From an optimization exercise on the open Yosys and OpenROAD flow, aimed at small area; shortcuts taken in it are not production practice.
In this exercise RTL edits were held to simulation tests only and were not proved equivalent to the original.
Power and IR drop assume default switching activity.

Setup of JK:
Design rf433_core, start of the top module:
module rf433_core (
    input  wire         clk,
    input  wire         rst,           
    input  wire         cmd_valid,
    output wire         cmd_ready,
    input  wire [71:0]  cmd_data,
    output wire         rec_valid,
    input  wire         rec_ready,
    output wire [199:0] rec_data,
    input  wire [4:0]   stat_idx,
    output reg  [63:0]  stat_data,
    output wire         fault
);
    localparam [3:0] OP_SETRATE  = 4'h1;
    localparam [3:0] OP_SETASIZE = 4'h2;
    localparam [3:0] OP_START    = 4'h3;
    localparam [3:0] OP_EDGE     = 4'h4;
    localparam [3:0] OP_EOS      = 4'h5;
    localparam [1:0] RS_CONFIG = 2'd0;
    localparam [1:0] RS_RUN    = 2'd1;
    localparam [1:0] RS_FAULT  = 2'd2;
    localparam [2:0] F_CONFIG  = 3'd1;
    localparam [2:0] F_ORDER   = 3'd2;
    localparam [2:0] F_LEVEL   = 3'd3;
    localparam [2:0] F_ILLEGAL = 3'd4;
    localparam [2:0] F_SEQ     = 3'd5;
    localparam [2:0] S_IDLE = 3'd0;
    localparam [2:0] S_P1   = 3'd1;
    localparam [2:0] S_P2   = 3'd2;
    localparam [2:0] S_REC  = 3'd3;
    localparam [2:0] S_WC   = 3'd4;    
    localparam [2:0] S_CPY  = 3'd5;
    reg [31:0] sample_rate;     
    reg [7:0]  address_size;
    reg [1:0]  run_state;
    reg [2:0]  fault_code;      
    reg [71:0] fault_cmd;       
    reg        seeded;
    reg [63:0] last_pos;
    reg        last_lvl;
    reg        in_frame;
    reg [4:0]  bit_count;
    reg [63:0] sync_w;
    reg [27:0] addr_buf;
    reg [4:0]  addr_len;
    reg [63:0] frame_start;     
    reg [63:0] addr_start;      
  ...
Settings: LEC_CHECK=0, CAP_MARGIN=20, CORE_MARGIN=2, CORE_UTILIZATION=70, SLEW_MARGIN=20; clock period 15.0 ns.
standard.sh (not shown) runs the stock make flow with config.mk's settings and CLKGATE_MAP_FILE= SYNTH_SCRIPT=/design/flow/synth_recipe.tcl, a recipe that flattens the netlist after the stock synthesis.
==> flow/flow/run.sh <==
#!/bin/bash
# Own layout flow: the standard ORFS flow (standard.sh, unchanged synthesis,
# floorplan, power grid and tap cells), with two placement/CTS arguments changed:
#  - port buffers use the smallest buffer cell (every port still gets one);
#  - the clock tree uses clkbuf_8 cells in larger sink clusters, without dummy loads.
# All tool output goes to standard.log in the work folder; ORFS's own per-step
# logs stay under orfs/logs/.
set -euo pipefail
export BUFFER_PORTS_ARGS="-buffer_cell sky130_fd_sc_hd__buf_1"
export CTS_ARGS="-sink_clustering_enable -repair_clock_nets -buf_list sky130_fd_sc_hd__clkbuf_8 -sink_clustering_size 18 -sink_clustering_max_diameter 50 -dont_use_dummy_load"
bash standard.sh > standard.log 2>&1
Input changes introduced in MS (baseline for comparison: JK):
diff --git a/flow/design.v b/flow/design.v
--- a/flow/design.v
+++ b/flow/design.v
@@ -36,15 +36,15 @@
     reg [2:0]  fault_code;      
     reg [71:0] fault_cmd;       
     reg        seeded;
     reg [63:0] last_pos;
     reg        last_lvl;
     reg        in_frame;
     reg [4:0]  bit_count;
-    reg [63:0] sync_w;
+    reg [25:0] sync_w;          
     reg [27:0] addr_buf;
     reg [4:0]  addr_len;
     reg [63:0] frame_start;     
     reg [63:0] addr_start;      
     reg [63:0] last_bit_end;    
     reg [63:0] btn_start;       
     reg [63:0] anti_start;      
@@ -82,15 +82,16 @@
     reg        d_hi32;      
     reg        d_hi8;       
     reg        d_any;       
     reg [13:1] hw;
     reg [7:1]  hy;
     wire        rlo = ~ph[4];                   
     wire [1:0]  rd  = rlo ? sample_rate[1:0] : 2'b00;
-    wire [1:0]  yd  = in_frame ? sync_w[1:0] : rd;
+    wire        wlo = (ph < 5'd13);             
+    wire [1:0]  yd  = in_frame ? (wlo ? sync_w[1:0] : 2'b00) : rd;
     wire [14:0] wv = {hw, w0, w1};
     wire [8:0]  yv = {hy, yd[0], yd[1]};
     reg [2:0] ca;
     reg [1:0] cb1, cb2;
     reg       cb3;
     wire [2:0] cav  = first ? 3'd0 : ca;
     wire [1:0] cb1v = first ? 2'd0 : cb1;
@@ -335,18 +336,18 @@
         last_bit_end <= {lbe_in, last_bit_end[63:2]};
         sample_rate  <= {sr_in,  sample_rate[31:2]};
     end
     wire rot = accept | in_p1 | in_p2;
     wire [1:0] lp_in = c2 ? zero2 : (in_p2 & e_edge) ? dd : ld;
     wire [1:0] sw_in = c2 ? zero2 : (in_p2 & c_sync) ? wd : sync_w[1:0];
     always @(posedge clk) begin
-        if (rot) begin
+        if (rot)
             last_pos <= {lp_in, last_pos[63:2]};
-            sync_w   <= {sw_in, sync_w[63:2]};
-        end
+        if (rot & wlo)
+            sync_w   <= {sw_in, sync_w[25:2]};
     end
     reg [2:0] kind;
     always @(*) begin
         casez (pend)
             7'b??????1: kind = 3'd0;
             7'b?????10: kind = 3'd1;
             7'b????100: kind = 3'd2;
@@ -366,31 +367,31 @@
         else if (in_p1 | in_p2 | in_cpy)
             fault_cmd[63:0] <= {buf_in, fault_cmd[63:2]};
     end
     reg [1:0]  chan;
     reg [63:0] payload;
     always @(*) begin
         case (kind)
-            3'd0:    begin chan = 2'd0; payload = sync_w; end
+            3'd0:    begin chan = 2'd0; payload = {38'd0, sync_w}; end
             3'd1:    begin chan = 2'd1; payload = 64'd0; end
-            3'd2:    begin chan = 2'd2; payload = sync_w; end
+            3'd2:    begin chan = 2'd2; payload = {38'd0, sync_w}; end
             3'd3:    begin chan = 2'd1; payload = {63'd0, bit_val}; end
             3'd4:    begin chan = 2'd2; payload = {31'd0, addr_len, addr_buf}; end
             default: begin chan = 2'd2; payload = 64'd0; end
         endcase
     end
     assign rec_data = {1'b0, kind, 2'b00, chan, fault_cmd[63:0], last_pos, payload};
     always @(*) begin
         case (stat_idx)
             5'h00: stat_data = {45'd0, fault ? fault_code : 3'd0, 6'd0, bit_count,
                                 in_frame, last_lvl, seeded, run_state};
             5'h01: stat_data = {32'd0, sample_rate};
             5'h02: stat_data = {56'd0, address_size};
             5'h03: stat_data = last_pos;
-            5'h04: stat_data = sync_w;
+            5'h04: stat_data = {38'd0, sync_w};
             5'h05: stat_data = {31'd0, addr_len, addr_buf};
             5'h06: stat_data = frame_start;
             5'h07: stat_data = addr_start;
             5'h08: stat_data = last_bit_end;
             5'h09: stat_data = btn_start;
             5'h0A: stat_data = anti_start;
             5'h0B: stat_data = fault ? fault_cmd[63:0] : 64'd0;
--- outcome ---
- Timing, DRC, antenna: 0 failures across MS and JK
- JK → MS: utilization of the core after routing went down 0.39 points; netlist area before placement went down 1400 sq um; met1 layer usage reported by global route went down 1.5 points; required time at the worst-slack endpoint held.
- Compared to JK, MS has maximum number of pins on one net before global-route repair 53 lower.
- The origin of the worst setup path comes out stat_idx[2] in one run and stat_idx[3] in the other, namely in JK and MS respectively.
- [MS vs JK] part of the total power dissipated in sequential elements: lower in MS
- Sort MS and JK by synthesized cell count desc -> top: JK

[afterwards: timing with drivers on the ports]
The results above use ideal ports. As a check the final layouts listed here were re-extracted and re-timed, cells and wires unchanged. Step 1 sets driving cells, clkbuf_16 on the clock port and buf_2 on the other inputs (assumed; they add their load-dependent delay and slew). Step 2 also shifts input and output timing later by t, the mid clock arrival at the registers, as if the neighbouring blocks saw the same clock. Three values: no drivers, after step 1, after step 2; two values: the first two.
run	t, ns	setup WS [ns]	hold slack, ns	clock arrival spread, ns	worst register clock-pin slew, ns
JK	0.674	6.592 / 6.568 / 6.568	0.313 / 0.313 / 0.313	0.080 / 0.080	0.11 / 0.11
MS	0.623	6.679 / 6.657 / 6.657	0.271 / 0.271 / 0.271	0.098 / 0.099	0.11 / 0.11
After both steps setup and hold are still met in every run listed. For JK, which loses most, drivers alone change the setup slack by -0.024 ns; drivers and shift together by -0.024 ns.
